This design comes from an exercise in tuning for small area, a short achievable clock period and few clock cycles per item on the open sky130 flow, not from production work. Function was checked by simulation only, so behaviour that the tests miss may differ from the original. Power is estimated from default activity; no workload was simulated.

**design/flow/config.mk**
```make
export PLATFORM = sky130hd
export DESIGN_NAME = lpc_synth
export DESIGN_NICKNAME = lpc_synth
export VERILOG_FILES = /design/flow/design.v
export SDC_FILE = /design/flow/constraint.sdc
export NUM_CORES = 8
export LEC_CHECK = 0
export ABC_AREA = 1
export CAP_MARGIN = 10
export CORE_MARGIN = 2
export CORE_UTILIZATION = 62
export PLACE_DENSITY = 0.78
export SLEW_MARGIN = 10
```
**design/flow/constraint.sdc**
```tcl
create_clock -name core_clock -period 12.0 [get_ports {clk}]
set_input_delay 2.4000 -clock core_clock [delete_from_list [all_inputs] [get_ports {clk}]]
set_output_delay 2.4000 -clock core_clock [all_outputs]
set_load 0.01 [all_outputs]
```
**design/flow/design.v**
```verilog
module lpc_synth (
    input  wire        clk,
    input  wire        rst,
    input  wire        in_valid,
    output wire        in_ready,
    input  wire [15:0] in_data,
    output wire        out_valid,
    input  wire        out_ready,
    output wire [15:0] out_data,
    output wire [7:0]  out_sexp
);
    localparam [2:0] M_COEF  = 3'd0,    
                     M_PRIME = 3'd1,    
                     M_RUN   = 3'd2,    
                     M_LOAD  = 3'd3,    
                     M_DELTA = 3'd4,    
                     M_ALIGN = 3'd5,    
                     M_DRAIN = 3'd6;    
    reg  [2:0]  mode;
    reg         ph;           
    reg         rpass;        
    reg         conc;         
    reg         resc;         
    reg         spec;         
    reg  [3:0]  wcnt;         
    reg  [6:0]  lw;           
    reg  [4:0]  nxn;          
    reg  [6:0]  t;            
    reg  [6:0]  t0;           
    reg  [7:0]  sc;           
    reg  [7:0]  rqfb;         
    reg  [7:0]  wa;           
    reg  [6:0]  nc;           
    reg  [2:0]  dstep;        
    reg         r_run_odd;    
    reg         r_take;       
    reg         r_take_conc;  
    reg         r_coef;       
    reg         r_load;       
    reg         r_cont;       
    reg         r_contgo;     
    reg         r_shin;       
    reg         r_inrdy;      
    reg         r_srcin;      
    reg  [15:0] din_r;        
    reg         sh_r;         
    reg         sh2_r;        
    reg  [7:0]  dhi_r;        
    reg         tk_r;         
    reg         cm_r;         
    reg  [15:0] ycm, zcm;     
    reg         hm_on, hm_first;
    reg  [15:0] coef [1:16];
    reg  [15:0] nx   [1:16];        
    localparam integer RQN = 194;
    reg  [7:0]  rq   [0:RQN-1];
    reg  [15:0] st   [0:15];        
    reg  [15:0] de_z1;
    reg  [4:0]  sexp;               
    reg  [4:0]  dlt;                
    reg  [14:0] hm;                 
    reg  [19:0] pk;                 
    reg  [20:0] yr;                 
    reg         vpk;
    reg  [4:0]  pbl;                
    reg         pkz;                
    reg  [3:0]  hbl;                
    reg  [6:0]  d0r;                
    reg  [6:0]  dlo, dhi;           
    reg         q0v, q1v, q2v;
    reg  [20:0] q0, q1, q2;         
    assign out_valid = q0v;
    assign out_data  = q0[15:0];
    assign out_sexp  = {{3{q0[20]}}, q0[20:16]};
    reg  [15:0] ybc;
    reg  [7:0]  bneg, bone, btwo;      
    reg  [7:0]  bnegn, bonen, btwon;   
    reg  [15:0] yprev;
    reg  [15:0] ureg;               
    reg         urnd;               
    reg  [14:0] tf_mask;            
    reg  [35:0] cw;                 
    reg  [23:0] cal, cbl;           
    reg  [15:0] srl, srh;           
    reg         v1, v2, v3, v4;
    reg  [31:0] pp_s, pp_c;         
    reg  [31:0] xr_s, xr_c;         
    reg  [15:0] zt;
    reg  [15:0] pcm_s;              
    reg         pcm_b;              
    function [15:0] sat16_24(input [23:0] v);
        if (!v[23] && (v[22:15] != 8'h00))      sat16_24 = 16'h7fff;
        else if (v[23] && (v[22:15] != 8'hff))  sat16_24 = 16'h8000;
        else                                    sat16_24 = v[15:0];
    endfunction
    function [15:0] shl16(input [15:0] x, input [4:0] d);
        reg [15:0] w;
        begin
            if (!d[4]) w = x << d[3:0];
            else       w = $signed(x) >>> (5'd0 - d);
            shl16 = w;
        end
    endfunction
    function [4:0] bitlen20(input [19:0] v);
        integer i;
        begin
            bitlen20 = 5'd0;
            for (i = 0; i < 20; i = i + 1)
                if (v[i]) bitlen20 = i + 1;
        end
    endfunction
    function [3:0] bitlen15(input [14:0] v);
        integer i;
        begin
            bitlen15 = 4'd0;
            for (i = 0; i < 15; i = i + 1)
                if (v[i]) bitlen15 = i + 1;
        end
    endfunction
    function [47:0] csa24(input [23:0] a, input [23:0] b, input [23:0] c);
        csa24 = {a ^ b ^ c, (a & b) | (a & c) | (b & c)};
    endfunction
    function [71:0] csa36(input [35:0] a, input [35:0] b, input [35:0] c);
        csa36 = {a ^ b ^ c, ((a & b) | (a & c) | (b & c)) << 1};
    endfunction
    function [63:0] csa32(input [31:0] a, input [31:0] b, input [31:0] c);
        csa32 = {a ^ b ^ c, ((a & b) | (a & c) | (b & c)) << 1};
    endfunction
    function [2:0] brec(input [15:0] y, input integer i);
        reg [2:0] d;
        begin
            d = {y, 1'b0} >> (2 * i);
            brec = {d[2], d[1] ^ d[0], (d == 3'b011) | (d == 3'b100)};
        end
    endfunction
    localparam integer SW = 78;
    localparam [SW-1:0] S_ID = {36'd2048, 21'h000000, 21'h100000};    
    wire [SW-1:0] o_st [0:7];       
    wire [SW-1:0] d_st [1:7];       
    wire [35:0]   ms0, mc0;         
    genvar gi;
    generate
        for (gi = 0; gi < 8; gi = gi + 1) begin : g_unit
            reg  [15:0] cf;
            wire        nsel0 = spec && (t >= 7'd79 - gi);    
            wire        nsel1 = spec && (t >= 7'd72 - gi);    
            always @(posedge clk)
                cf <= ph ? (nsel0 ? nx[gi+1] : coef[gi+1])
                         : (nsel1 ? nx[gi+9] : coef[gi+9]);
            wire [SW-1:0] sin;
            if (gi < 7) begin : g_in
                assign sin = d_st[gi+1];
            end else begin : g_in7
                assign sin = o_st[0];
            end
            wire [35:0] ms, mc;
            if (gi < 4) begin : g_mp
                lpc_bmul u_mul (.clk(clk), .c(cf), .neg(bnegn), .one(bone), .two(btwo),
                                .s(ms), .cy(mc));
            end else begin : g_mn
                lpc_bmul u_mul (.clk(clk), .c(cf), .neg(~bneg), .one(~bonen), .two(~btwon),
                                .s(ms), .cy(mc));
            end
            lpc_stage u_stg (.clk(clk), .idn((gi == 0) ? ph : 1'b0), .sin(sin), .ms(ms), .mc(mc),
                             .sout(o_st[gi]));
            if (gi > 0) begin : g_d
                reg [SW-1:0] dr;
                always @(posedge clk) dr <= o_st[gi];
                assign d_st[gi] = dr;
            end
            if (gi == 0) begin : g_m0
                assign ms0 = ms;
                assign mc0 = mc;
            end
        end
    endgenerate
    wire [35:0] e_b2  = o_st[1][77:42];
    wire [20:0] e_rlb = o_st[1][41:21];
    wire [20:0] e_rhb = o_st[1][20:0];
    wire [20:0] e_rl  = e_rlb - 21'h080000;         
    wire [20:0] e_rh  = e_rhb - 21'h080000;
    wire [23:0] bh2   = e_b2[35:12];
    wire [23:0] u24   = {{8{ureg[15]}}, ureg};
    wire [23:0] cw_hi = bh2 + u24 + {23'd0, urnd};
    wire [35:0] cw_n  = {cw_hi, e_b2[11:0]};
    wire [47:0] cl1   = csa24(bh2, u24, ~{3'd0, e_rlb});
    wire [47:0] cl2   = csa24(cl1[47:24], {cl1[22:0], urnd}, 24'h080001);
    wire [23:0] cal_n = cl2[47:24] + {cl2[22:0], 1'b0};
    wire [47:0] ch1   = csa24(bh2, u24, ~{3'd0, e_rhb});
    wire [47:0] ch2   = csa24(ch1[47:24], {ch1[22:0], urnd}, 24'h080000);
    wire [23:0] cbl_n = ch2[47:24] + {ch2[22:0], 1'b0};
    wire [71:0] fw   = csa36(cw, ms0, mc0);
    wire [71:0] fa   = csa36({cal, cw[11:0]}, ms0, mc0);
    wire [71:0] fb   = csa36({cbl, cw[11:0]}, ms0, mc0);
    wire [35:0] wsum = fw[71:36] + fw[35:0];
    wire [35:0] wla  = fa[71:36] + fa[35:0];
    wire [35:0] wlb  = fb[71:36] + fb[35:0];
    wire        f_lt = wla[35];                       
    wire        f_gt = !wlb[35];                      
    wire [23:0] q    = wsum[35:12];
    wire [20:0] o_rl = d_st[1][41:21] - 21'h080000;
    wire [20:0] o_rh = d_st[1][20:0] - 21'h080000;
    wire [20:0] yraw = f_lt ? o_rl : f_gt ? o_rh : q[20:0];
    wire        q_ovf = (q[23:15] != 9'h000) && (q[23:15] != 9'h1ff);
    wire [15:0] yfin = f_lt ? srl : f_gt ? srh : sat16_24(q);
    reg  [23:0] yrec;
    integer kr;
    always @(*) begin
        for (kr = 0; kr < 8; kr = kr + 1)
            yrec[3*kr +: 3] = f_lt ? brec(srl, kr) : f_gt ? brec(srh, kr) :
                              q_ovf ? brec(q[23] ? 16'h8000 : 16'h7fff, kr) : brec(q[15:0], kr);
    end
    wire [19:0] yr_abs = yr[20] ? (20'd0 - yr[19:0]) : yr[19:0];
    wire signed [6:0] sexp7  = $signed({{2{sexp[4]}}, sexp});
    wire signed [6:0] d_raw  = 7'sd14 - $signed({2'b00, pbl});
    wire signed [6:0] d0_n   = pkz ? $signed(dhi) :
                               (d_raw > $signed(dhi)) ? $signed(dhi) :
                               (d_raw < $signed(dlo)) ? $signed(dlo) : d_raw;
    wire signed [6:0] hr     = 7'sd15 - $signed({3'b000, hbl});
    wire [14:0] hpat_z   = de_z1[14:0] ^ {15{de_z1[15]}};
    wire [14:0] hpat_y   = ycm[14:0] ^ {15{ycm[15]}};
    wire [31:0] ys  = {{16{ybc[15]}}, ybc};
    wire [63:0] p1a = csa32(32'd8198, ~(ys << 12), ~(ys << 10));    
    wire [63:0] p1b = csa32(ys << 8, ~(ys << 6), ys << 4);
    wire [63:0] p2a = csa32(p1a[63:32], p1a[31:0], p1b[63:32]);
    wire [63:0] p2b = csa32(p1b[31:0], ~(ys << 2), ys);
    wire [63:0] p3  = csa32(p2a[63:32], p2a[31:0], p2b[63:32]);
    wire [63:0] p4  = csa32(p3[63:32], p3[31:0], p2b[31:0]);
    wire [31:0] zs  = {{16{zt[15]}}, zt};
    wire [63:0] x1a = csa32(ys << 14, pp_s, pp_c);
    wire [63:0] x1b = csa32(zs << 13, zs << 12, ~(zs << 10));
    wire [63:0] x1c = csa32(~(zs << 7), zs << 2, zs);
    wire [63:0] x2a = csa32(x1a[63:32], x1a[31:0], x1b[63:32]);
    wire [63:0] x2b = csa32(x1b[31:0], x1c[63:32], x1c[31:0]);
    wire [63:0] x3  = csa32(x2a[63:32], x2a[31:0], x2b[63:32]);
    wire [63:0] x4  = csa32(x3[63:32], x3[31:0], x2b[31:0]);
    wire [31:0] xr  = xr_s + xr_c;
    wire [15:0] z_n = sat16_24({{6{xr[31]}}, xr[31:14]});
    wire [15:0] zt_sh = $signed(zt) >>> sexp[3:0];
    wire [15:0] pcms_n = sexp[4] ? sat16_24({{8{zt[15]}}, zt} << (5'd0 - sexp)) : zt_sh;
    wire        pcmb_n = !sexp[4] && (sexp != 5'd0) && zt[sexp[3:0] - 4'd1];
    wire [15:0] dq_src;
    wire [15:0] tf_shl = dq_src << sexp[3:0];
    wire        tf_ovf = |((dq_src[14:0] ^ {15{dq_src[15]}}) & tf_mask);
    wire [15:0] tf_sr  = $signed(dq_src) >>> (5'd0 - sexp);
    wire [15:0] tf_q   = sexp[4] ? tf_sr
                       : tf_ovf  ? {dq_src[15], {15{~dq_src[15]}}} : tf_shl;
    wire        tf_r   = sexp[4] & dq_src[~sexp[3:0]];       
    wire run_odd   = r_run_odd;
    wire last_real = r_cont;                      
    wire q_empty   = !q0v && !q1v && !q2v;
    wire cont_go   = r_contgo;
    wire take_conc = r_take_conc || cont_go;
    assign in_ready = r_inrdy;
    wire take_coef = r_coef && in_valid;
    wire xfer      = q0v && out_ready;
    wire commit_ok = !q2v || out_ready;
    wire commit    = v4 && commit_ok;
    wire abort     = v4 && !commit_ok;
    assign dq_src        = r_srcin ? in_data : {rq[2], rq[1]};
    wire        shift_in = r_shin && in_valid;
    wire [15:0] st_new   = shl16(st[0], resc ? dlt : 5'd0);
    wire        swap     = ((mode == M_COEF) && (nxn == 5'd16) && !tk_r) || cont_go;
    wire        prime    = (mode == M_PRIME);
    wire [7:0]  sc1      = (sc == RQN - 1) ? 8'd0 : sc + 8'd1;
    wire [7:0]  sc2      = (sc >= RQN - 2) ? sc + 8'd2 - RQN : sc + 8'd2;
    wire        ring_pass = rpass || !conc;
    wire        prime_go = prime && ph && ((wcnt != 4'd0) || !ring_pass || (sc == ptgt));
    reg  [7:0]  ptgt;
    wire        prime_ld = prime_go;
    wire        take0    = (prime_go && (wcnt == 4'd15) && !ring_pass) || cont_go;
    wire [7:0]  wa_b     = take0 ? sc1 : wa;
    wire [7:0]  wa_n     = !shift_in ? wa_b : (wa_b >= RQN - 2) ? wa_b + 8'd2 - RQN : wa_b + 8'd2;
    wire        a0v = xfer ? q1v : q0v;
    wire        a1v = xfer ? q2v : q1v;
    wire        a2v = xfer ? 1'b0 : q2v;
    wire [20:0] a0  = xfer ? q1 : q0;
    wire [20:0] a1q = xfer ? q2 : q1;
    wire [15:0] pcm = pcm_s + {15'd0, pcm_b};
    wire [20:0] qin = {sexp, pcm};
    reg  [2:0]  mode_n;
    reg         rpass_n, conc_n, resc_n, spec_n;
    reg  [3:0]  wcnt_n;
    reg  [6:0]  lw_n, t_n, t0_n, nc_n;
    reg  [4:0]  nxn_n;
    reg  [2:0]  dstep_n;
    always @(*) begin
        mode_n  = mode;
        rpass_n = rpass;
        conc_n  = conc;
        resc_n  = resc;
        spec_n  = spec;
        wcnt_n  = wcnt;
        lw_n    = lw;
        t_n     = t;
        t0_n    = t0;
        nc_n    = nc;
        nxn_n   = nxn;
        dstep_n = dstep;
        if (take_coef)
            nxn_n = nxn + 5'd1;
        if (shift_in)
            lw_n = lw + 7'd1;
        if (commit)
            nc_n = nc + 7'd1;
        if (abort) begin
            mode_n = M_ALIGN;
            spec_n = 1'b0;
        end else begin
            case (mode)
            M_COEF: begin
                if ((nxn == 5'd16) && !tk_r) begin
                    nxn_n   = 5'd0;
                    mode_n  = M_PRIME;
                    wcnt_n  = 4'd0;
                    rpass_n = 1'b0;
                    conc_n  = 1'b1;
                    resc_n  = 1'b0;
                    lw_n    = 7'd0;
                    t0_n    = 7'd0;
                end
            end
            M_PRIME: begin
                if (prime_go) begin
                    wcnt_n = wcnt + 4'd1;
                    if (wcnt == 4'd15) begin
                        t_n    = t0;
                        resc_n = 1'b0;
                        if (r_take_conc && !in_valid) begin
                            mode_n = M_LOAD;
                            conc_n = 1'b0;
                        end else begin
                            mode_n = M_RUN;
                        end
                    end
                end
            end
            M_RUN: begin
                if (ph)
                    t_n = t + 7'd1;
                if (rpass && ph && (t == 7'd64))
                    spec_n = (nxn == 5'd16) && !tk_r;
                if (r_take_conc && !in_valid) begin
                    mode_n = M_LOAD;
                    conc_n = 1'b0;
                end
                if (!rpass && ph && (t == 7'd79))
                    mode_n = M_DELTA;
                if (rpass && ph && (t == 7'd79)) begin
                    spec_n = 1'b0;
                    if (cont_go) begin
                        nxn_n   = 5'd0;
                        rpass_n = 1'b0;
                        conc_n  = 1'b1;
                        lw_n    = {6'd0, in_valid};
                        t_n     = 7'd0;
                        if (!in_valid) begin
                            mode_n = M_LOAD;
                            conc_n = 1'b0;
                        end
                    end else begin
                        mode_n = M_DRAIN;
                    end
                end
            end
            M_DRAIN: begin
                if (nc == 7'd80)
                    mode_n = M_COEF;
            end
            M_LOAD: begin
                if (shift_in && (lw == 7'd79)) begin
                    mode_n = M_PRIME;
                    wcnt_n = 4'd0;
                    t0_n   = 7'd0;
                end
            end
            M_DELTA: begin
                dstep_n = dstep + 3'd1;
                t0_n    = 7'd0;
                if (dstep == 3'd2) begin
                    dstep_n = 3'd0;
                    mode_n  = M_PRIME;
                    wcnt_n  = 4'd0;
                    rpass_n = 1'b1;
                    resc_n  = 1'b1;
                    t0_n    = 7'd0;
                    nc_n    = 7'd0;
                end
            end
            M_ALIGN: begin
                t0_n = nc;
                if (t0 == nc) begin
                    mode_n = M_PRIME;
                    wcnt_n = 4'd0;
                end
            end
            default: mode_n = M_COEF;
            endcase
        end
    end
    wire [7:0]  rqfb_n   = take0 ? sc1 : rqfb;
    wire [9:0]  tg0      = {2'b00, rqfb} + {2'b00, t0, 1'b0} + (RQN - 31);
    wire [9:0]  tg1      = (tg0 >= RQN) ? tg0 - RQN : tg0;
    wire [9:0]  tg2      = (tg1 >= RQN) ? tg1 - RQN : tg1;
    wire ph_n       = ~ph;
    wire n_run_odd  = !ph && (mode == M_RUN) && (t < 7'd80);
    wire n_take     = (n_run_odd && (t != 7'd79)) ||
                      (!ph && (mode == M_PRIME) && (wcnt == 4'd15));
    wire n_conc     = !rpass && conc;
    wire n_cont     = n_run_odd && rpass && (t == 7'd79) && spec;
    wire n_coef     = (lw_n == 7'd80) && (nxn_n != 5'd16);
    wire n_load     = (mode_n == M_LOAD) && (shift_in ? (sc == wa_b) : (sc2 == wa_b));
    wire n_contgo   = n_cont && !a0v && !commit;
    wire n_shin     = n_load || (n_take && n_conc) || n_contgo;
    integer k;
    always @(posedge clk) begin
        din_r <= in_data;
        dhi_r <= din_r[15:8];
        for (k = 0; k < RQN - 1; k = k + 1)
            rq[k] <= rq[k+1];
        rq[RQN-1] <= sh_r ? din_r[7:0] : sh2_r ? dhi_r : rq[0];
        if (tk_r) begin
            for (k = 1; k < 16; k = k + 1)
                nx[k] <= nx[k+1];
            nx[16] <= din_r;
        end
        if (swap) begin
            for (k = 1; k <= 16; k = k + 1)
                coef[k] <= nx[k];
        end
        ureg <= tf_q;
        urnd <= tf_r;
        for (k = 0; k < 15; k = k + 1)
            tf_mask[k] <= !sexp[4] && (k >= 15 - sexp[3:0]);
        cw  <= cw_n;
        cal <= cal_n;
        cbl <= cbl_n;
        srl <= sat16_24({{3{e_rl[20]}}, e_rl});
        srh <= sat16_24({{3{e_rh[20]}}, e_rh});
        if (ph)
            yprev <= ybc;
        if (prime_ld || run_odd) begin
            ybc <= prime_ld ? st_new : yfin;
            for (k = 0; k < 8; k = k + 1) begin
                {bneg[k], bone[k], btwo[k]}    <= prime_ld ? brec(st_new, k) : yrec[3*k +: 3];
                {bnegn[k], bonen[k], btwon[k]} <= ~(prime_ld ? brec(st_new, k) : yrec[3*k +: 3]);
            end
        end
        if (run_odd && !rpass)
            yr <= yraw;
        pp_s <= p4[63:32];
        pp_c <= p4[31:0];
        xr_s <= x4[63:32];
        xr_c <= x4[31:0];
        if (prime)
            zt <= de_z1;
        else if (v2)
            zt <= z_n;
        pcm_s <= pcms_n;
        pcm_b <= pcmb_n;
        q0 <= (!a0v) ? qin : a0;
        q1 <= (!a1v) ? qin : a1q;
        q2 <= (!a2v) ? qin : q2;
        pbl <= bitlen20(pk | yr_abs);
        pkz <= ((pk | yr_abs) == 20'd0);
        hbl <= bitlen15(hm | hpat_z);
        dlo <= -7'sd4 - sexp7;
        dhi <= 7'sd10 - sexp7;
        d0r <= d0_n;
        if ((mode == M_DELTA) && (dstep == 3'd2))
            dlt <= ($signed(d0r) > hr) ? hr[4:0] : d0r[4:0];    
    end
    always @(posedge clk) begin
        if (rst) begin
            mode  <= M_COEF;
            ph    <= 1'b0;
            rpass <= 1'b0;
            conc  <= 1'b0;
            resc  <= 1'b0;
            spec  <= 1'b0;
            wcnt  <= 4'd0;
            lw    <= 7'd80;
            nxn   <= 5'd0;
            t     <= 7'd0;
            t0    <= 7'd0;
            nc    <= 7'd0;
            sc    <= 8'd0;
            dstep <= 3'd0;
            v1    <= 1'b0;
            v2    <= 1'b0;
            v3    <= 1'b0;
            v4    <= 1'b0;
            vpk   <= 1'b0;
            q0v   <= 1'b0;
            q1v   <= 1'b0;
            q2v   <= 1'b0;
            de_z1 <= 16'd0;
            sexp  <= 5'd0;
            hm    <= 15'd0;
            r_run_odd   <= 1'b0;
            r_take      <= 1'b0;
            r_take_conc <= 1'b0;
            r_coef      <= 1'b0;
            r_load      <= 1'b0;
            r_cont      <= 1'b0;
            r_contgo    <= 1'b0;
            r_shin      <= 1'b0;
            r_inrdy     <= 1'b0;
            r_srcin     <= 1'b0;
            sh_r        <= 1'b0;
            sh2_r       <= 1'b0;
            tk_r        <= 1'b0;
            cm_r        <= 1'b0;
            for (k = 0; k < 16; k = k + 1)
                st[k] <= 16'd0;
        end else begin
            ph    <= ph_n;
            mode  <= mode_n;
            rpass <= rpass_n;
            conc  <= conc_n;
            resc  <= resc_n;
            spec  <= spec_n;
            wcnt  <= wcnt_n;
            lw    <= lw_n;
            nxn   <= nxn_n;
            t     <= t_n;
            t0    <= t0_n;
            nc    <= nc_n;
            sc    <= (sc == RQN - 1) ? 8'd0 : sc + 8'd1;
            wa    <= wa_n;
            rqfb  <= rqfb_n;
            ptgt  <= tg2[7:0];
            dstep <= dstep_n;
            r_run_odd   <= n_run_odd;
            r_take      <= n_take;
            r_take_conc <= n_take && n_conc;
            r_coef      <= n_coef;
            r_load      <= n_load;
            r_cont      <= n_cont;
            r_contgo    <= n_contgo;
            r_shin      <= n_shin;
            r_inrdy     <= n_coef || n_shin;
            r_srcin     <= (n_take && n_conc) || n_cont;
            q0v <= a0v || commit;
            q1v <= a1v || (commit && a0v);
            q2v <= a2v || (commit && a1v);
            v1 <= run_odd && rpass && !abort;
            v2 <= v1 && !abort;
            v3 <= v2 && !abort;
            v4 <= v3 && !abort;
            if (abort) begin
                v1 <= 1'b0;
                v2 <= 1'b0;
                v3 <= 1'b0;
                v4 <= 1'b0;
            end
            sh_r  <= shift_in;
            sh2_r <= sh_r;
            tk_r <= take_coef;
            cm_r <= commit;
            if (commit) begin
                ycm      <= yprev;
                zcm      <= zt;
                hm_on    <= nc[6];
                hm_first <= (nc == 7'd64);
            end
            if (cm_r) begin
                de_z1 <= zcm;
                for (k = 0; k < 15; k = k + 1)
                    st[k] <= st[k+1];
                st[15] <= ycm;
                if (hm_on)
                    hm <= (hm_first ? 15'd0 : hm) | hpat_y;
            end
            vpk <= run_odd && !rpass;
            if (vpk)
                pk <= pk | yr_abs;
            if (((mode == M_COEF) && (nxn == 5'd16) && !tk_r) || cont_go ||
                ((mode == M_LOAD) && in_valid && (lw == 7'd79)))
                pk <= 20'd0;
            if (prime_ld) begin
                for (k = 0; k < 15; k = k + 1)
                    st[k] <= st[k+1];
                st[15] <= st_new;
            end
            if (prime_ld && resc && (wcnt == 4'd0)) begin
                sexp  <= sexp + dlt;
                de_z1 <= shl16(de_z1, dlt);
            end
        end
    end
endmodule
module lpc_bmul (
    input  wire        clk,
    input  wire [15:0] c,
    input  wire [7:0]  neg,
    input  wire [7:0]  one,
    input  wire [7:0]  two,
    output reg  [35:0] s,
    output reg  [35:0] cy
);
    localparam [35:0] K = 36'hFAAAB0000;
    reg [35:0] r [0:8];
    reg [16:0] m;
    integer i;
    always @(*) begin
        r[8] = K;
        for (i = 0; i < 8; i = i + 1) begin
            m = ({17{one[i]}} & {c[15], c}) | ({17{two[i]}} & {c, 1'b0});
            m = m ^ {17{neg[i]}};
            r[i] = {19'd0, ~m[16], m[15:0]} << (2 * i);
            r[8][2*i] = neg[i];
        end
    end
    function [71:0] csa(input [35:0] a, input [35:0] b, input [35:0] d);
        csa = {a ^ b ^ d, ((a & b) | (a & d) | (b & d)) << 1};
    endfunction
    wire [71:0] l1a = csa(r[0], r[1], r[2]);
    wire [71:0] l1b = csa(r[3], r[4], r[5]);
    wire [71:0] l1c = csa(r[6], r[7], r[8]);
    wire [71:0] l2a = csa(l1a[71:36], l1a[35:0], l1b[71:36]);
    wire [71:0] l2b = csa(l1b[35:0], l1c[71:36], l1c[35:0]);
    wire [71:0] l3  = csa(l2a[71:36], l2a[35:0], l2b[71:36]);
    wire [71:0] l4  = csa(l3[71:36], l3[35:0], l2b[35:0]);
    always @(posedge clk) begin
        s  <= l4[71:36];
        cy <= l4[35:0];
    end
endmodule
module lpc_stage (
    input  wire        clk,
    input  wire        idn,         
    input  wire [77:0] sin,
    input  wire [35:0] ms,
    input  wire [35:0] mc,
    output reg  [77:0] sout
);
    wire [35:0] b   = sin[77:42];
    wire [20:0] rlb = sin[41:21];
    wire [20:0] rhb = sin[20:0];
    wire [35:0] cs_s = b ^ ms ^ mc;
    wire [35:0] cs_c = {(b[34:0] & ms[34:0]) | (b[34:0] & mc[34:0]) | (ms[34:0] & mc[34:0]), 1'b0};
    wire [35:0] bn   = cs_s + cs_c;
    wire        zl  = (b[11:0] == 12'd0);
    wire [24:0] bh  = {b[35], b[35:12]};
    wire [24:0] rl25 = {4'd0, rlb};
    wire [24:0] rh25 = {4'd0, rhb};
    wire        l_lo = $signed(bh) < $signed(rl25);
    wire        l_hi = $signed(bh) > $signed(rh25);
    wire [24:0] dh_lo = bh + 25'h100000 + ~rl25 + {24'd0, ~zl};    
    wire [24:0] dh_hi = bh + 25'h0fffff + ~rh25 + {24'd0, ~zl};    
    wire        h_lo = dh_lo[24];
    wire        h_hi = !dh_hi[24];
    wire [20:0] xh  = b[32:12] + 21'h100000 - {20'd0, zl};
    wire [20:0] rln = l_lo ? rlb : l_hi ? rhb : b[32:12];
    wire [20:0] rhn = h_lo ? rlb : h_hi ? rhb : xh;
    always @(posedge clk)
        sout <= idn ? {36'd2048, 21'h000000, 21'h100000} : {bn, rln, rhn};
endmodule
```
**design/flow/flow/run.sh**
```bash
#!/bin/bash
set -euo pipefail
bash standard.sh SETUP_SLACK_MARGIN=7.6 finish > standard.log 2>&1
```
**design/flow/standard.sh**
```bash
#!/bin/bash
# synth_recipe.tcl (not shown) runs the flow's synth.tcl, then flattens the netlist and writes it again
# the make line also repeats each setting of config.mk as NAME=value (left out here)
make -C /OpenROAD-flow-scripts/flow DESIGN_CONFIG=/design/flow/config.mk WORK_HOME=/design/flow/orfs CLKGATE_MAP_FILE= SYNTH_SCRIPT=/design/flow/synth_recipe.tcl "${@:-finish}"
```
==> flow_metrics.env, run 1 <==
export IMPL_outcome="complete, no violations"
export IMPL_finClkSkew_ns=0.131
export IMPL_port_buffers=45
export IMPL_finalCritPeriodShare_pct=37.2
export IMPL_synth_area_per_cell_sq_um=9.58
export IMPL_h_tree_depth=5
export IMPL_maxCapViolCount=0
export IMPL_worst_slew_pin_slew_ns=1.33
export IMPL_finalCriticalPeriod_ns=4.47
export IMPL_grt_pass1_wl_mm=1110
export IMPL_rrSetupSlack_ns=7.53
export IMPL_cts_sinks=4803
export IMPL_relSlewSlack_pct=11.0
export IMPL_finalSetupViolCount=0
export IMPL_start_kind="flip-flop"
export IMPL_dr_total_vias=181134
export IMPL_wl_mm=751
export IMPL_dp_final_hpwl_mm=564
export IMPL_grt_pass1_vias=176349
export IMPL_cp_endpoint="g_unit[0].u_stg.sout[20]"
export IMPL_clock_latency_ns=1.09
export IMPL_maxSlewViolCount=0
export IMPL_drc_errors=0
export IMPL_yosysWarnings=12
export IMPL_row_count=228
export IMPL_synthSimpleGateAreaFrac_pct=10.1
export IMPL_syn_inst=25157
export IMPL_area_growth_pct=9.21
export IMPL_antenna_left=0
export IMPL_path_max_fanout=19
export IMPL_fmax_mhz=224
export IMPL_start_util_pct=62.4
export IMPL_cp_required_ns=12.73
export IMPL_rr_worst_depth=16
export IMPL_synthesis_area_sq_um=241000
export IMPL_synth_top_family_by_area="adder cells"
export IMPL_criticalPathCategory="flip-flop to flip-flop"
export IMPL_drive_gt1_share_pct=5.15
export IMPL_antenna_found_initial=83
export IMPL_synthFlopType="dfxtp_1"
export IMPL_routed_via_density=5.92
export IMPL_yosys_area_share_xor_xnor_pct=6.03
export IMPL_postLayoutCoreUtil_pct=68.2
export IMPL_synth_seq_cells=4803
export IMPL_setup_tns_ns=0
export IMPL_leakage_nw=119
export IMPL_rsz0062_at_grt="true"
export IMPL_final_cells=30582
export IMPL_synth_edf_count=775
export IMPL_synth_compound_area_share_pct=11.5
export IMPL_dpl_cell_area_sq_um=246000
export IMPL_die_x_um=628
export IMPL_reg2reg_from="cw[7]"
export IMPL_power_mw=83.3
export IMPL_drt_iter0_drc=21336
export IMPL_yosysSeqAreaShare_pct=43.1
export IMPL_syn_nets=28685
export IMPL_ios=46
export IMPL_grt_overflow=0
export IMPL_dr_pass1_iters=10
export IMPL_dieArea_sq_um=394000
export IMPL_grt_max_degree=153
export IMPL_post_drt_wl_per_cell_um=24.6
export IMPL_muxShareOfSynthArea_pct=0.0737
export IMPL_synth_cell_types=84
export IMPL_die_y_um=628
export IMPL_worstSetupEndpointType="flip-flop"
export IMPL_async_reset_ff_share_pct=0
export IMPL_powerDensity_nw_per_um2=317
export IMPL_grtUsageTotal_pct=37.5
export IMPL_dp_cells=29634
export IMPL_nNetsFinal=28474
export IMPL_r2r_end="g_unit[0].u_stg.sout[20]"
export IMPL_cts_tree="done"
export IMPL_core_sq_um=386000
export IMPL_clockBufferDepth=4
export IMPL_ir_drop_uv=281
export IMPL_synth_fa_ha_area_share_pct=22.2
export IMPL_place_congestion=1.08
export IMPL_hold_buffers=0
export IMPL_path_clk_slew_ns=0.06
export IMPL_hold_class="flip-flop to flip-flop"
export IMPL_critPathArrivalTime_ns=5.19
export IMPL_critPathLaunch="cw[7]"
export IMPL_fill_cells=29729
export IMPL_hold_viol_final=0
export IMPL_final_area_sq_um=263000
export IMPL_cts_buffers=458
export IMPL_root_buffer="clkbuf_16"
synth_stat cells, types with 18 or more instances:
| cell type | n | area (sq um) |
|---|---|---|
| nor2_1 | 1570 | 5890 |
| nand4_1 | 152 | 951 |
| dfxtp_1 | 4028 | 80600 |
| buf_2 | 57 | 285 |
| o311ai_0 | 21 | 184 |
| a21boi_0 | 34 | 255 |
| nand2_1 | 3085 | 11600 |
| ha_1 | 2215 | 27700 |
| o21bai_1 | 79 | 593 |
| o22ai_1 | 1089 | 6810 |
| a22oi_1 | 25 | 188 |
| o221ai_1 | 38 | 333 |
| inv_1 | 3447 | 12900 |
| nor3_1 | 164 | 821 |
| buf_1 | 92 | 345 |
| o21ai_2 | 23 | 201 |
| a221oi_1 | 31 | 272 |
| xnor2_1 | 231 | 2020 |
| a211oi_1 | 34 | 255 |
| o21a_1 | 57 | 428 |
| nor4_1 | 55 | 344 |
| o31ai_1 | 23 | 173 |
| a21oi_1 | 1288 | 6450 |
| o21ai_0 | 1699 | 8500 |
| clkbuf_1 | 759 | 2850 |
| or2_2 | 58 | 363 |
| inv_2 | 39 | 146 |
| edfxtp_1 | 775 | 23300 |
| xor2_1 | 1420 | 12400 |
| fa_1 | 1293 | 25900 |
| nand3_1 | 667 | 3340 |
| a31oi_1 | 108 | 676 |
| o211ai_1 | 187 | 1400 |
| o21ai_1 | 18 | 90.1 |
| clkinv_1 | 31 | 116 |
| a21o_1 | 30 | 225 |
area by class of cell:
type	count	area [sq um]	area share, %
Clock inverter	257	3530	1.34
Timing Repair Buffer	253	2140	0.814
Antenna cell	59	148	0.0561
Clock buffer	605	13100	4.96
Tap cell	5175	6470	2.46
Timing Repair inverter	3	20.0	0.00760
Inverter	3518	13300	5.04
Multi-Input combinational cell	15909	121000	45.8
Sequential cell	4803	104000	39.5
kinds of logic after synthesis:
group,after synthesis
simple gates,5867
compound gates,4861
flops,4803
buf+inv,4445
fa+ha+maj,3509
xor+xnor,1655
mux,17
layout by cell type (no fill, tap or decap), types with 58 or more instances in the layout:
| cell type | n |
|---|---|
| a21oi_1 | 1280 |
| a31oi_1 | 106 |
| buf_4 | 189 |
| clkbuf_16 | 472 |
| clkbuf_8 | 76 |
| clkinv_2 | 80 |
| dfxtp_1 | 4013 |
| diode_2 | 59 |
| edfxtp_1 | 775 |
| fa_1 | 1292 |
| ha_1 | 2213 |
| inv_1 | 3433 |
| nand2_1 | 3066 |
| nand3_1 | 665 |
| nand4_1 | 152 |
| nor2_1 | 1556 |
| nor3_1 | 163 |
| o211ai_1 | 187 |
| o21ai_0 | 1694 |
| o21bai_1 | 79 |
| o22ai_1 | 1089 |
| or2_2 | 58 |
| xnor2_1 | 229 |
| xor2_1 | 1414 |
through the flow:
step,setup WS (ns),hold slack (ns)
2_1_floorplan,7.58,0.310
6_report,7.53,0.276
5_1_grt,7.56,0.284
3_5_place_dp,6.50,0.312
4_1_cts,7.46,0.285
3_3_place_gp,6.48,0.310
state kept, by name (all words and copies together), names as in the netlist, 256 cells and up:
name               cells
g_unit.u_stg.sout    624
g_unit.g_d.dr        534
coef                 256
st                   256
rq                  1552
nx                   256
metal layers:
layer  vias to the layer above  routed length (um)  track usage, %
met2                     10283              314000            55.0
met5                         -                 300               0
li1                      82354                   -               -
met3                      2431               89000            10.9
met4                        44               56600            23.6
met1                     86022              291000            48.8
critical path, cell delays in order (launching register included):
cell,delay (ns)
dfxtp_1,0.33
nor2_1,0.17
nand4_1,0.14
nor2_1,0.46
ha_1,0.25
inv_1,0.04
ha_1,0.26
a21oi_1,0.06
o21ai_0,0.17
a31oi_1,0.12
o21ai_0,0.51
nand3_1,0.17
nand2_2,0.34
buf_4,0.28
inv_1,0.22
o211ai_1,0.26
nand3_1,0.38
where the power goes:
| part | switching [mW] | leakage, nW | internal [mW] |
|---|---|---|---|
| Combinational | 29.6 | 70.3 | 14.8 |
| Sequential | 3.51 | 40.3 | 19.9 |
| Clock | 6.63 | 8.04 | 8.92 |
| Total | 39.7 | 119 | 43.6 |
timing repair:
item,4_1_cts,5_1_grt
pin swaps,0,3
setup endpoints to repair,294,428
hold endpoints to repair,0,0
resized for setup,49,81
gates cloned,1,3
setup buffers,12,11
worst min-delay path by stage:
stage / from / to / slack, ns / depth (start not counted)
6_report: rq[95][4] / rq[94][4] / 0.28 / 0
5_1_grt: rq[95][4] / rq[94][4] / 0.28 / 0
4_1_cts: g_unit[6].u_stg.sout[13] / g_unit[6].g_d.dr[13] / 0.28 / 0
3_5_place_dp: g_unit[1].u_stg.sout[44] / cw[2] / 0.31 / 0
3_3_place_gp: g_unit[6].u_stg.sout[65] / g_unit[6].g_d.dr[65] / 0.31 / 0
2_1_floorplan: g_unit[1].u_stg.sout[42] / cw[0] / 0.31 / 0
Testbench counts, summed over its fixed seeds: cycles 21,564, frames 60.
==> run 2: changes to the inputs <==
==> design/flow/flow/run.sh (replaced) <==
#!/bin/bash
set -euo pipefail
bash standard.sh SETUP_SLACK_MARGIN=7.4 finish > standard.log 2>&1
--- a/design/flow/config.mk
+++ b/design/flow/config.mk
@@ -8,6 +8,6 @@
 export ABC_AREA = 1
 export CAP_MARGIN = 10
 export CORE_MARGIN = 2
-export CORE_UTILIZATION = 62
-export PLACE_DENSITY = 0.78
+export CORE_UTILIZATION = 55
+export PLACE_DENSITY = 0.72
 export SLEW_MARGIN = 10
==> run 2 against run 1 <==
Clock power barely moved. Design area rose by 0.20%. Flip-flop and latch count did not move. Total power fell by 0.71%. Combinational power fell by 1%. Register-to-register slack got worse by 0.17 ns. Sequential power barely moved. Non-clock buffer count did not move. Critical endpoint is now g_unit[2].g_mp.u_mul.s[15].
==> flow_metrics.env, run 2 <==
export IMPL_outcome="complete, no violations"
export IMPL_grt_pass1_vias=174968
export IMPL_switching_share_pct=47.4
export IMPL_grt_pass1_wl_mm=1110
export IMPL_combPwrFrac_pct=52.9
export IMPL_dpl_cell_area_sq_um=247000
export IMPL_path_clk_slew_ns=0.07
export IMPL_seqPwrFrac_pct=28.3
export IMPL_dieArea_sq_um=444000
export IMPL_cp_required_ns=12.84
export IMPL_worst_slew_pin_slew_ns=1.35
export IMPL_synthTopCellsByCount="dfxtp_1 (4,028), inv_1 (3,447), nand2_1 (3,085)"
export IMPL_drt_iter0_drc=19518
export IMPL_drive_gt1_share_pct=4.98
export IMPL_synth_top_area_share_pct=33.5
export IMPL_synth_top_area_cell="dfxtp_1"
export IMPL_drc_errors=0
export IMPL_area_growth_pct=9.42
export IMPL_maxCapViolCount=0
export IMPL_die_y_um=666
export IMPL_syn_nets=28685
export IMPL_min_to="rq[39][5]"
export IMPL_place_congestion=1.02
export IMPL_hold_class="flip-flop to flip-flop"
export IMPL_wl_mm=748
export IMPL_ir_drop_uv=270
export IMPL_setup_ws_ns=7.37
export IMPL_rsz0062_at_grt="true"
export IMPL_cts_tree="done"
export IMPL_powerDensity_nw_per_um2=314
export IMPL_critPathArrivalTime_ns=5.48
export IMPL_grt_overflow=0
export IMPL_power_mw=82.7
export IMPL_worstSetupEndpointType="flip-flop"
export IMPL_finalCriticalPeriod_ns=4.63
export IMPL_reg2reg_from="bone[7]"
export IMPL_r2r_end="g_unit[2].g_mp.u_mul.s[15]"
export IMPL_largestRegisters="rq: 1552 flops, g_unit.u_stg.sout: 624 flops, g_unit.g_d.dr: 534 flops"
export IMPL_final_cell_mix="dfxtp_1 (4,024), inv_1 (3,438), nand2_1 (3,074)"
export IMPL_row_count=243
export IMPL_hold_buffers=0
export IMPL_clockPowerShare_pct=18.7
export IMPL_antenna_left=0
export IMPL_leakage_nw=119
export IMPL_synth_edf_count=775
export IMPL_clockBufferDepth=4
export IMPL_ios=46
export IMPL_dr_pass1_iters=6
export IMPL_final_area_sq_um=264000
export IMPL_finalCritPeriodShare_pct=38.6
export IMPL_dr_total_vias=179158
export IMPL_cts_buffers=470
export IMPL_routed_via_density=5.74
export IMPL_p_int_mw=43.5
export IMPL_hold_viol_final=0
export IMPL_port_buffers=45
export IMPL_post_drt_wl_per_cell_um=24.0
export IMPL_holdPathStages=0
export IMPL_grt_max_degree=151
export IMPL_largest_register_ffs=1552
export IMPL_setup_tns_ns=0
export IMPL_fmax_mhz=216
export IMPL_synth_area_per_cell_sq_um=9.58
export IMPL_pre_cts_ws_ns=6.27
export IMPL_min_from="rq[40][5]"
export IMPL_synth_cell_types=84
export IMPL_finalSetupViolCount=0
export IMPL_yosysWarnings=12
export IMPL_core_sq_um=437000
export IMPL_die_x_um=666
export IMPL_finClkSkew_ns=0.106
export IMPL_relSlewSlack_pct=10.1
export IMPL_nNetsFinal=28484
export IMPL_synth_top_cells_by_area="dfxtp_1 (33%), ha_1 (11%), fa_1 (11%)"
export IMPL_rr_worst_depth=10
export IMPL_async_reset_ff_share_pct=0
export IMPL_h_tree_depth=5
export IMPL_maxSlewViolCount=0
export IMPL_root_buffer="clkbuf_16"
export IMPL_start_kind="flip-flop"
export IMPL_start_util_pct=55.1
export IMPL_synth_seq_cells=4803
export IMPL_grtUsageTotal_pct=33.1
export IMPL_yosysMostFrequentCell="dfxtp_1"
export IMPL_synthesis_area_sq_um=241000
export IMPL_yosysSeqAreaShare_pct=43.1
export IMPL_path_max_fanout=44
export IMPL_largest_register="rq"
export IMPL_dp_final_hpwl_mm=567
export IMPL_final_common_cell="dfxtp_1"
export IMPL_syn_inst=25157
export IMPL_rrSetupSlack_ns=7.37
export IMPL_antenna_found_initial=82
export IMPL_clock_latency_ns=1.04
export IMPL_cts_sinks=4803
export IMPL_synthFlopType="dfxtp_1"
export IMPL_postLayoutCoreUtil_pct=60.3
export IMPL_criticalPathCategory="flip-flop to flip-flop"
export IMPL_p_sw_mw=39.2
-- run 2: changes by cell type in the layout (fill, tap and decap cells not counted), moves of 9 or more --
| cell | previous run | this run |
|---|---|---|
| clkinv_16 | 23 | 12 |
| clkinv_2 | 80 | 99 |
| dfxtp_1 | 4013 | 4024 |
| dfxtp_2 | 12 | 0 |
| buf_4 | 189 | 198 |
| clkbuf_8 | 76 | 62 |
| clkdlybuf4s50_1 | 28 | 44 |
| clkbuf_1 | 57 | 73 |
| dlygate4sd2_1 | 16 | 0 |
| diode_2 | 59 | 86 |
-- run 2: cells by family (layout without fill, tap and decap cells) --
family	Yosys count	count (layout)	synth area share, %
AOI/OAI and AO/OA	4861	4861	11.5
xor gates and xnor gates	1655	1655	6.03
adders and majority gates	3509	3509	22.2
buffers and inverters	4445	4652	6.99
DFF	4803	4803	43.1
muxes	17	17	0.0737
other	0	86	0
and+or+nand+nor	5867	5867	10.1
-- run 2: area by class of cell --
cell class / instances / area [sq um]
multi-input cells: 15909 / 121000
well taps: 5757 / 7200
flip-flops and latches: 4803 / 104000
fillers: 36647 / 173000
clock inverters: 264 / 3370
clock buffers: 616 / 13100
repair inverters: 1 / 7.51
repair buffers: 253 / 2110
inverters: 3518 / 13300
diodes: 86 / 215
-- run 2: repair_timing --
action,in CTS,in global routing
pin swaps,0,2
endpoints found under the hold margin,0,0
setup endpoints to repair,185,254
cloned,1,1
resized for setup,20,32
setup buffers,2,17
-- run 2: metal layers --
layer | share of wire (%) | global-route usage (%) | up-vias | wire [um]
li1 | - | - | 82438 | -
met1 | 40 | 43.7 | 85387 | 301000
met2 | 42 | 49.2 | 9138 | 315000
met3 | 11 | 8.93 | 2141 | 82300
met4 | 6.6 | 18.4 | 54 | 49300
met5 | 0.11 | 0.152 | - | 788
-- run 2: worst max-delay path by stage --
stage | startpoint | endpoint | cells past startpoint | slack, ns
after floorplan | tk_r | pk[0] | 9 | 7.47
after detailed placement | in_data[15] | ureg[10] | 15 | 6.27
after global routing | resc | bone[3] | 12 | 7.33
after global placement | in_data[15] | ureg[10] | 16 | 6.16
after CTS | bonen[0] | g_unit[5].g_mn.u_mul.s[16] | 9 | 7.42
final | bone[7] | g_unit[2].g_mp.u_mul.s[15] | 10 | 7.37
-- run 2: metrics by stage --
stage	instances	hold WS, ns
floorplan	25157	0.310
global placement	30219	0.310
detailed placement	30219	0.312
CTS	31102	0.279
global route	31126	0.291
finish	31207	0.280
-- run 2: worst max-delay path, stage by stage, from the launching register on --
cell	delay [ns]
edfxtp_1	0.94
clkinvlp_4	0.65
buf_4	0.47
o22ai_1	0.35
xor2_1	0.12
ha_1	0.30
inv_1	0.05
fa_1	0.50
inv_1	0.05
fa_1	0.47
fa_1	0.47
-- run 2: power groups by stage --
stage / registers [mW] / logic, mW / clock network, mW
6_report: 23.4 / 43.8 / 15.5
5_1_grt: 23.6 / 48.2 / 16.4
4_1_cts: 23.3 / 42.6 / 15.7
3_5_place_dp: 23.6 / 42.1 / 0
3_3_place_gp: 23.6 / 41.7 / 0
2_1_floorplan: 21.6 / 28.6 / 0
==> run 3: changes to the inputs <==
==> design/flow/flow/run.sh (replaced) <==
#!/bin/bash
set -euo pipefail
bash standard.sh SETUP_SLACK_MARGIN=8.0 finish > standard.log 2>&1
==> run 3 against run 2 <==
Non-clock buffer count is 115 higher. Critical path depth down 8. Global-route usage grew 0.70 points. Clock power about the same.
==> flow_metrics.env, run 3 <==
export IMPL_outcome="complete, no violations"
export IMPL_criticalPathCategory="flip-flop to output pin"
export IMPL_final_common_cell="dfxtp_1"
export IMPL_path_clk_slew_ns=0.07
export IMPL_clockPowerShare_pct=18.2
export IMPL_start_kind="flip-flop"
export IMPL_area_growth_pct=10.5
export IMPL_routed_via_density=5.74
export IMPL_antenna_left=0
export IMPL_start_util_pct=55.1
export IMPL_drt_iter0_drc=18464
export IMPL_ios=46
export IMPL_maxCapViolCount=0
export IMPL_nNetsFinal=28609
export IMPL_powerDensity_nw_per_um2=319
export IMPL_rrSetupSlack_ns=7.87
export IMPL_leakage_nw=119
export IMPL_setup_tns_ns=0
export IMPL_finalSetupViolCount=0
export IMPL_async_reset_ff_share_pct=0
export IMPL_crit_slowest_cell="edfxtp_1"
export IMPL_post_drt_wl_per_cell_um=24.5
export IMPL_die_x_um=666
export IMPL_hold_ws_ns=0.265
export IMPL_synthFlopType="dfxtp_1"
export IMPL_final_cell_mix="dfxtp_1 (3,953), inv_1 (3,406), nand2_1 (3,044)"
export IMPL_clockBufferDepth=4
export IMPL_clock_latency_ns=1.11
export IMPL_critPathBufInv=2
export IMPL_p_int_mw=44.3
export IMPL_yosysSeqAreaShare_pct=43.1
export IMPL_cts_sinks=4803
export IMPL_synthesis_area_sq_um=241000
export IMPL_setup_ws_ns=7.80
export IMPL_antenna_found_initial=73
export IMPL_syn_inst=25157
export IMPL_die_y_um=666
export IMPL_dr_total_vias=179826
export IMPL_synth_top_area_share_pct=33.5
export IMPL_ir_drop_uv=296
export IMPL_worstSetupEndpointType="output pin"
export IMPL_dieArea_sq_um=444000
export IMPL_wl_mm=767
export IMPL_synth_cell_types=84
export IMPL_fmax_mhz=238
export IMPL_synth_seq_cells=4803
export IMPL_synth_edf_count=775
export IMPL_grt_overflow=0
export IMPL_hold_class="flip-flop to flip-flop"
export IMPL_maxSlewViolCount=0
export IMPL_grt_pass1_wl_mm=1130
export IMPL_combPwrFrac_pct=54.4
export IMPL_finalCriticalPeriod_ns=4.20
export IMPL_root_buffer="clkbuf_16"
export IMPL_p_sw_mw=40.8
export IMPL_grt_max_degree=249
export IMPL_seqPwrFrac_pct=27.5
export IMPL_slowest_delay_ns=0.44
export IMPL_cts_buffers=472
export IMPL_dp_final_hpwl_mm=581
export IMPL_largest_register_ffs=1552
export IMPL_critPathArrivalTime_ns=1.80
export IMPL_hold_buffers=0
export IMPL_path_max_fanout=3
export IMPL_drc_errors=0
export IMPL_synth_top_cells_by_area="dfxtp_1 (33%), ha_1 (11%), fa_1 (11%)"
export IMPL_yosysMostFrequentCell="dfxtp_1"
export IMPL_place_congestion=1.04
export IMPL_synth_area_per_cell_sq_um=9.58
export IMPL_dr_pass1_iters=6
export IMPL_cp_common_cell="buf_6"
export IMPL_cp_required_ns=9.60
export IMPL_hold_viol_final=0
export IMPL_synth_top_area_cell="dfxtp_1"
export IMPL_drive_gt1_share_pct=6.56
export IMPL_largest_register="rq"
export IMPL_worst_slew_pin_slew_ns=1.43
export IMPL_relSlewSlack_pct=3.86
export IMPL_power_mw=85.0
export IMPL_synthTopCellsByCount="dfxtp_1 (4,028), inv_1 (3,447), nand2_1 (3,085)"
export IMPL_grt_pass1_vias=175326
export IMPL_rsz0062_at_grt="true"
export IMPL_crit_chain="buf_6, buf_6"
export IMPL_cts_tree="done"
export IMPL_finClkSkew_ns=0.136
export IMPL_grtUsageTotal_pct=33.8
export IMPL_switching_share_pct=47.9
export IMPL_core_sq_um=437000
export IMPL_row_count=243
export IMPL_largestRegisters="rq: 1552 flops, g_unit.u_stg.sout: 624 flops, g_unit.g_d.dr: 534 flops"
export IMPL_syn_nets=28685
export IMPL_yosysWarnings=12
export IMPL_critPathTopFamily="flip-flops"
export IMPL_port_buffers=45
export IMPL_h_tree_depth=5
export IMPL_pre_cts_ws_ns=6.50
export IMPL_finalCritPeriodShare_pct=35.0
run 3: cells by family (layout without fill, tap and decap cells):
family	count (synthesis)	count (layout)	synth area share (%)
and+or+nand+nor	5867	5870	10.1
AOI/OAI and AO/OA	4861	4861	11.5
DFF	4803	4803	43.1
buffers and inverters	4445	4782	6.99
adders and majority gates	3509	3509	22.2
xor gates and xnor gates	1655	1655	6.03
muxes	17	17	0.0737
other	0	56	0
run 3: worst reg2reg max path: cells and delay by family, from the launching register on:
kind | cells | cell delay [ns]
flops | 1 | 0.37
buf+inv | 4 | 0.58
fa+ha+maj | 2 | 0.83
compound gates | 3 | 0.60
simple gates | 9 | 1.37
run 3: worst paths after layout:
check | startpoint | end | cells past startpoint
max | q0[20] | out_sexp[7] | 2
min reg2reg | rq[121][7] | rq[120][7] | 0
max reg2reg | g_unit[0].g_mp.u_mul.cy[18] | yr[20] | 18
min | rq[121][7] | rq[120][7] | 0
run 3: power groups by stage:
stage | clock network [mW] | logic, mW | registers, mW
after floorplan | 0 | 28.6 | 21.6
final | 15.4 | 46.2 | 23.3
after detailed placement | 0 | 43.0 | 23.5
after CTS | 15.6 | 44.1 | 23.2
after global routing | 16.3 | 50.4 | 23.5
after global placement | 0 | 42.6 | 23.5
run 3: per-layer routing:
metal	global-route usage, %	vias up	part of all wire, %
li1	-	82646	-
met1	44.5	85986	40
met2	49.7	8993	42
met3	9.48	2167	11
met4	19.8	34	6.9
met5	0	-	0.033
run 3: timing repair:
action                                  4_1_cts  5_1_grt
gates cloned                                  7       10
endpoints found under the setup margin      817      625
pin swaps                                    12       28
gates resized for setup                     314      345
setup buffers                                38       83
run 3: cell type report:
class | instances | area [sq um]
antenna | 56 | 140
clock buffer | 637 | 13400
clock inverter | 253 | 3160
fill | 36752 | 171000
inverter | 3518 | 13400
multi-input combinational | 15912 | 121000
sequential | 4803 | 104000
tap | 5757 | 7200
timing repair buffer | 368 | 3580
timing repair inverter | 6 | 41.3
run 3: through the flow:
stage               util, %  cells  area, sq um
floorplan                 -  25157       241000
global placement       56.4  30226       247000
detailed placement     56.4  30226       247000
CTS                    60.5  31161       264000
global route           60.9  31258       266000
finish                 60.9  31310       266000
==> run 4: changes to the inputs <==
==> design/flow/flow/run.sh (replaced) <==
#!/bin/bash
set -euo pipefail
bash standard.sh SETUP_SLACK_MARGIN=8.4 finish > standard.log 2>&1
==> run 4 against run 3 <==
Still clean. Non-clock buffer count up 564. First-iteration DRC count up 17%. Worst hold slack gained 0.011 ns. Sequential share of layout area decreased by 1.5 points. Maximum frequency is 2.6% higher. Global-route usage up 1.3 points. Combinational power grew 8.7%.
==> flow_metrics.env, run 4 <==
export IMPL_outcome="complete, no violations"
export IMPL_synth_top_area_share_pct=33.5
export IMPL_root_buffer="clkbuf_16"
export IMPL_start_util_pct=55.1
export IMPL_async_reset_ff_share_pct=0
export IMPL_cp_required_ns=9.60
export IMPL_cts_tree="done"
export IMPL_synth_cell_types=84
export IMPL_synth_top_area_cell="dfxtp_1"
export IMPL_yosysWarnings=12
export IMPL_start_kind="flip-flop"
export IMPL_post_drt_wl_per_cell_um=25.7
export IMPL_syn_nets=28685
export IMPL_die_y_um=666
export IMPL_synth_edf_count=775
export IMPL_drive_gt1_share_pct=11.7
export IMPL_row_count=243
export IMPL_slowest_delay_ns=0.45
export IMPL_hold_viol_final=0
export IMPL_relSlewSlack_pct=5.24
export IMPL_leakage_nw=124
export IMPL_critPathTopFamily="flip-flops"
export IMPL_hold_buffers=0
export IMPL_clock_latency_ns=1.08
export IMPL_synthesis_area_sq_um=241000
export IMPL_synthFlopType="dfxtp_1"
export IMPL_path_max_fanout=4
export IMPL_synth_top_cells_by_area="dfxtp_1 (33%), ha_1 (11%), fa_1 (11%)"
export IMPL_cts_sinks=4803
export IMPL_drc_errors=0
export IMPL_critPathArrivalTime_ns=1.69
export IMPL_largest_register_ffs=1552
export IMPL_dr_pass1_iters=19
export IMPL_maxCapViolCount=0
export IMPL_nNetsFinal=29185
export IMPL_maxSlewViolCount=0
export IMPL_ios=46
export IMPL_h_tree_depth=5
export IMPL_place_congestion=1.01
export IMPL_area_growth_pct=15.2
export IMPL_syn_inst=25157
export IMPL_largest_register="rq"
export IMPL_finalCriticalPeriod_ns=4.09
export IMPL_routed_via_density=5.80
export IMPL_power_mw=89.7
export IMPL_finalSetupViolCount=0
export IMPL_yosysSeqAreaShare_pct=43.1
export IMPL_criticalPathCategory="flip-flop to output pin"
export IMPL_hold_class="flip-flop to flip-flop"
export IMPL_antenna_found_initial=80
export IMPL_dieArea_sq_um=444000
export IMPL_final_area_sq_um=278000
export IMPL_die_x_um=666
export IMPL_grt_max_degree=201
export IMPL_drt_iter0_drc=21590
export IMPL_rsz0062_at_grt="true"
export IMPL_final_cell_mix="dfxtp_1 (3,783), inv_1 (3,260), nand2_1 (2,936)"
export IMPL_clockBufferDepth=4
export IMPL_setup_tns_ns=0
export IMPL_grt_pass1_wl_mm=1160
export IMPL_yosysMostFrequentCell="dfxtp_1"
export IMPL_core_sq_um=437000
export IMPL_port_buffers=45
export IMPL_dpl_cell_area_sq_um=247000
export IMPL_grt_pass1_vias=177906
export IMPL_cts_buffers=466
export IMPL_grtUsageTotal_pct=35.1
export IMPL_crit_chain="buf_2"
export IMPL_crit_slowest_cell="edfxtp_1"
export IMPL_path_clk_slew_ns=0.07
export IMPL_antenna_left=0
export IMPL_fmax_mhz=244
export IMPL_worst_slew_pin_slew_ns=1.42
export IMPL_finClkSkew_ns=0.100
export IMPL_synth_seq_cells=4803
export IMPL_largestRegisters="rq: 1552 flops, g_unit.u_stg.sout: 624 flops, g_unit.g_d.dr: 534 flops"
export IMPL_finalCritPeriodShare_pct=34.1
export IMPL_dr_total_vias=184846
export IMPL_worstSetupEndpointType="output pin"
export IMPL_final_common_cell="dfxtp_1"
export IMPL_grt_overflow=0
export IMPL_dp_final_hpwl_mm=587
export IMPL_critPathBufInv=1
export IMPL_synth_area_per_cell_sq_um=9.58
export IMPL_powerDensity_nw_per_um2=323
export IMPL_wl_mm=818
export IMPL_synthTopCellsByCount="dfxtp_1 (4,028), inv_1 (3,447), nand2_1 (3,085)"
export IMPL_ir_drop_uv=364
run 4: cell families after synthesis:
kind of cell | after synthesis | share of synthesized area [%]
buf+inv | 4445 | 6.99
xor+xnor | 1655 | 6.03
fa+ha+maj | 3509 | 22.2
simple gates | 5867 | 10.1
flops | 4803 | 43.1
compound gates | 4861 | 11.5
mux | 17 | 0.0737
run 4: cell type report:
class	count	area [sq um]
Clock buffer	604	13100
Timing Repair Buffer	932	10600
Sequential cell	4803	104000
Clock inverter	269	3690
Fill cell	34979	160000
Antenna cell	46	115
Timing Repair inverter	16	130
Tap cell	5757	7200
Multi-Input combinational cell	15920	124000
Inverter	3518	14000
run 4: layer usage:
| metal | part of all wire, % | global-route usage, % | wire length, um |
|---|---|---|---|
| met5 | 0.057 | 0.0326 | 469 |
| met4 | 8.1 | 22.2 | 66600 |
| met3 | 11 | 9.28 | 91700 |
| met2 | 42 | 51.9 | 341000 |
| met1 | 39 | 45.6 | 319000 |
run 4: path summary, 6_finish.rpt:
check,cells past startpoint,slack (ns),end,start
setup / recovery,1,7.91,out_sexp[6],q0[20]
setup reg to reg,24,8.18,ybc[12],g_unit[0].g_mp.u_mul.s[10]
hold reg to reg,0,0.28,g_unit[7].g_d.dr[74],g_unit[7].u_stg.sout[74]
hold / removal,0,0.28,g_unit[7].g_d.dr[74],g_unit[7].u_stg.sout[74]
run 4: repair_timing:
action	CTS	global route
pin swaps	95	281
endpoints found under the setup margin	1254	848
setup buffers	235	389
hold endpoints to repair	0	0
gates cloned	49	43
gates resized for setup	1111	919
run 4: report_power, final:
part	switching [mW]	internal [mW]
logic	32.2	18.0
clock network	6.73	9.05
registers	3.74	19.9
total	42.7	47.0
run 4: through the flow:
| stage | hold slack (ns) | util, % | setup slack, ns | std cells |
|---|---|---|---|---|
| global route | 0.288 | 63.5 | 7.88 | 31835 |
| floorplan | 0.310 | - | 7.59 | 25157 |
| CTS | 0.274 | 61.8 | 7.87 | 31387 |
| finish | 0.276 | 63.5 | 7.91 | 31865 |
| global placement | 0.310 | 56.5 | 6.25 | 30230 |
| detailed placement | 0.312 | 56.5 | 6.38 | 30230 |
==> run 5: changes to the inputs <==
==> design/flow/flow/run.sh (replaced) <==
#!/bin/bash
set -euo pipefail
bash standard.sh SETUP_SLACK_MARGIN=8.2 finish > standard.log 2>&1
==> run 5 against run 4 <==
Cell count decreased by 1.0%. Still clean on timing, DRC and antenna. Via count decreased by 1.5%. Worst hold slack got worse by 0.0025 ns. Clock skew increased by 0.022 ns. Critical endpoint is now out_sexp[7]. Critical path depth increased by 1. Sequential power about the same. Global-route usage decreased by 1.2 points. Area after synthesis unchanged. Sequential share of layout area increased by 0.85 points. Highest routed layer unchanged. Core utilization decreased by 1.5 points. Total power decreased by 4.0%.
==> flow_metrics.env, run 5 <==
export IMPL_place_congestion=1.03
export IMPL_yosysWarnings=12
export IMPL_cp_num_cells=2
export IMPL_yosysSeqAreaShare_pct=43.1
export IMPL_dr_total_vias=181987
export IMPL_reg2reg_from="bone[2]"
export IMPL_critPathArrivalTime_ns=1.75
export IMPL_pre_cts_ws_ns=5.88
export IMPL_ff_latch_area_sq_um=104000
export IMPL_antenna_found_initial=77
export IMPL_grt_pass1_vias=175419
export IMPL_root_buffer="clkbuf_16"
export IMPL_critPathLaunch="q0[20]"
export IMPL_multi_input_area_sq_um=122000
export IMPL_synth_top_cells_by_area="dfxtp_1 (33%), ha_1 (11%), fa_1 (11%)"
export IMPL_async_reset_ff_share_pct=0
export IMPL_criticalPathCategory="flip-flop to output pin"
export IMPL_postLayoutCoreUtil_pct=62.0
export IMPL_final_cell_mix="dfxtp_1 (3,906), inv_1 (3,353), nand2_1 (3,006)"
export IMPL_rrSetupSlack_ns=8.14
export IMPL_start_util_pct=55.1
export IMPL_clockBufferDepth=4
export IMPL_outcome="complete, no violations"
export IMPL_crit_slowest_cell="edfxtp_1"
export IMPL_powerDensity_nw_per_um2=318
export IMPL_cp_common_cell="buf_6"
export IMPL_start_kind="flip-flop"
export IMPL_synth_area_per_cell_sq_um=9.58
export IMPL_critPathTopFamily="flip-flops"
export IMPL_cts_buffers=468
export IMPL_crit_chain="buf_6, buf_6"
export IMPL_relSlewSlack_pct=10.5
export IMPL_nNetsFinal=28854
export IMPL_dr_pass1_iters=12
export IMPL_drc_errors=0
export IMPL_grt_max_degree=155
export IMPL_largestRegisters="rq: 1552 flops, g_unit.u_stg.sout: 624 flops, g_unit.g_d.dr: 534 flops"
export IMPL_dieArea_sq_um=444000
export IMPL_fmax_mhz=241
export IMPL_slowest_delay_ns=0.44
export IMPL_synthFlopType="dfxtp_1"
export IMPL_cp_endpoint="out_sexp[7]"
export IMPL_hold_ws_ns=0.273
export IMPL_hold_class="flip-flop to flip-flop"
export IMPL_drive_gt1_share_pct=8.48
export IMPL_die_x_um=666
export IMPL_grt_pass1_wl_mm=1130
export IMPL_largest_register="rq"
export IMPL_path_max_fanout=4
export IMPL_yosysMostFrequentCell="dfxtp_1"
export IMPL_synth_seq_cells=4803
export IMPL_finalCritPeriodShare_pct=34.6
export IMPL_antenna_left=0
export IMPL_grt_overflow=0
export IMPL_finalCriticalPeriod_ns=4.15
export IMPL_syn_nets=28685
export IMPL_h_tree_depth=5
export IMPL_die_y_um=666
export IMPL_dp_final_hpwl_mm=578
export IMPL_final_common_cell="dfxtp_1"
export IMPL_power_mw=86.1
export IMPL_core_sq_um=437000
export IMPL_largest_register_ffs=1552
export IMPL_path_clk_slew_ns=0.06
export IMPL_finalSetupViolCount=0
export IMPL_routed_via_density=5.77
export IMPL_post_drt_wl_per_cell_um=24.7
export IMPL_holdPathStages=0
export IMPL_hold_viol_final=0
export IMPL_synthesis_area_sq_um=241000
export IMPL_syn_inst=25157
export IMPL_cts_tree="done"
export IMPL_wl_mm=779
export IMPL_maxSlewViolCount=0
export IMPL_ir_drop_uv=277
export IMPL_clockPowerShare_pct=18.2
export IMPL_worstSetupEndpointType="output pin"
export IMPL_setup_tns_ns=0
export IMPL_ios=46
export IMPL_finClkSkew_ns=0.122
export IMPL_switching_share_pct=47.3
export IMPL_area_growth_pct=12.4
export IMPL_maxCapViolCount=0
export IMPL_synth_cell_types=84
export IMPL_cts_sinks=4803
export IMPL_setup_ws_ns=7.85
export IMPL_synthTopCellsByCount="dfxtp_1 (4,028), inv_1 (3,447), nand2_1 (3,085)"
export IMPL_r2r_end="g_unit[2].g_mp.u_mul.s[11]"
export IMPL_fill_cells=35981
export IMPL_clock_latency_ns=1.10
export IMPL_rsz0062_at_grt="true"
export IMPL_grtUsageTotal_pct=33.9
export IMPL_p_sw_mw=40.7
export IMPL_row_count=243
export IMPL_seqPwrFrac_pct=27.2
export IMPL_p_int_mw=45.4
export IMPL_drt_iter0_drc=20935
export IMPL_synth_top_area_cell="dfxtp_1"
export IMPL_synth_top_area_share_pct=33.5
export IMPL_critPathBufInv=2
export IMPL_combPwrFrac_pct=54.6
export IMPL_worst_slew_pin_slew_ns=1.34
export IMPL_synth_edf_count=775
export IMPL_port_buffers=45
export IMPL_cp_required_ns=9.60
export IMPL_rr_worst_depth=11
export IMPL_leakage_nw=121
run 5: cell types whose count changed in the layout (fill, tap and decap cells not counted), moves of 42 or more:
cell,change
buf_4,-192
o22ai_2,-47
nand2_2,-44
dfxtp_1,+123
o22ai_1,+54
o21ai_2,-42
nand2_1,+70
clkinvlp_4,-55
buf_12,-64
o21ai_0,+81
inv_1,+93
dfxtp_2,-98
run 5: what timing repair did:
action | in CTS | in global routing
endpoints found under the setup margin | 1030 | 698
gates cloned | 14 | 24
pin swaps | 31 | 118
hold buffers | 0 | 0
setup buffers | 115 | 228
resized for setup | 581 | 601
run 5: area by class of cell:
class                           count  area share [%]
Timing Repair inverter              7          0.0208
Clock buffer                      625            4.91
Timing Repair Buffer              616            2.40
Inverter                         3518            5.05
Sequential cell                  4803            38.4
Tap cell                         5757            2.66
Antenna cell                       55          0.0508
Multi-Input combinational cell  15912            45.2
Clock inverter                    246            1.26
run 5: kinds of logic (layout without fill, tap and decap cells):
group / count (synthesis) / count (layout) / synth area share, %
adder cells (fa/ha/maj): 3509 / 3509 / 22.2
other: 0 / 55 / 0
flip-flops: 4803 / 4803 / 43.1
AO/OA/AOI/OAI: 4861 / 4861 / 11.5
multiplexers: 17 / 17 / 0.0737
AND/OR/NAND/NOR: 5867 / 5870 / 10.1
buffers and inverters: 4445 / 5012 / 6.99
XOR/XNOR: 1655 / 1655 / 6.03
run 5: power groups by stage:
stage	clock [mW]	sequential, mW	combinational (mW)
detailed placement	0	23.5	42.4
floorplan	0	21.6	28.6
finish	15.7	23.4	47.0
CTS	15.9	23.3	44.0
global route	16.5	23.5	51.4
global placement	0	23.5	42.0
run 5: worst reg2reg max path: cells and delay by family (launching register included):
kind / cells / cell delay (ns)
AO/OA/AOI/OAI: 1 / 0.39
XOR/XNOR: 1 / 0.23
adder cells (fa/ha/maj): 4 / 2.07
buffers and inverters: 5 / 0.69
flip-flops: 1 / 0.32
run 5: layer usage:
layer  wire, um  share of wire, %  up-vias  track usage [%]
li1           -                 -    83149                -
met1     310000                40    86727             44.8
met2     329000                42     9659             50.7
met3      84500                11     2428             8.80
met4      54800               7.0       24             19.0
met5        155             0.020        -                0
run 5: worst min-delay path by stage:
| stage | endpoint | start |
|---|---|---|
| 4_1_cts | g_unit[6].g_d.dr[67] | g_unit[6].u_stg.sout[67] |
| 5_1_grt | g_unit[6].g_d.dr[67] | g_unit[6].u_stg.sout[67] |
| 3_5_place_dp | cw[8] | g_unit[1].u_stg.sout[50] |
| 2_1_floorplan | cw[0] | g_unit[1].u_stg.sout[42] |
| 3_3_place_gp | rq[151][0] | rq[152][0] |
| 6_report | rq[10][5] | rq[11][5] |
run 5: metrics by stage:
step           cells  cell area [sq um]
2_1_floorplan  25157             241000
3_3_place_gp   30232             247000
3_5_place_dp   30232             247000
4_1_cts        31232             266000
5_1_grt        31487             271000
6_report       31539             271000

[static timing again, ports no longer ideal]
No port has a modelled driver above. Below, the same layouts with a new extraction and two added sets of constraints.
Step 1 assumes that a clkbuf_16 drives the clock port and a buf_2 every other input.
Step 2 times the ports against the registers' clock, not the clock port: input delays grow and output delays shrink by t, the midpoint of the rising clock arrivals with the driver on.
Slacks: ideal ports / drivers / drivers and shift; pairs: ideal ports / drivers.
| run | shift t [ns] | setup slack, ns | cell pins on the clock port's net |
|---|---|---|---|
| run 1 | 1.146 | 7.534 / 7.534 / 6.752 | 1 |
| run 2 | 1.111 | 7.367 / 7.367 / 6.633 | 1 |
| run 3 | 1.176 | 7.801 / 7.669 / 7.092 | 1 |
| run 4 | 1.167 | 7.906 / 7.768 / 7.448 | 1 |
| run 5 | 1.161 | 7.847 / 7.729 / 7.177 | 1 |
After both steps setup and hold are still met in every run listed. The setup slack of run 1, which loses most, moves by 0.000 ns with the drivers and by -0.782 ns with both steps.
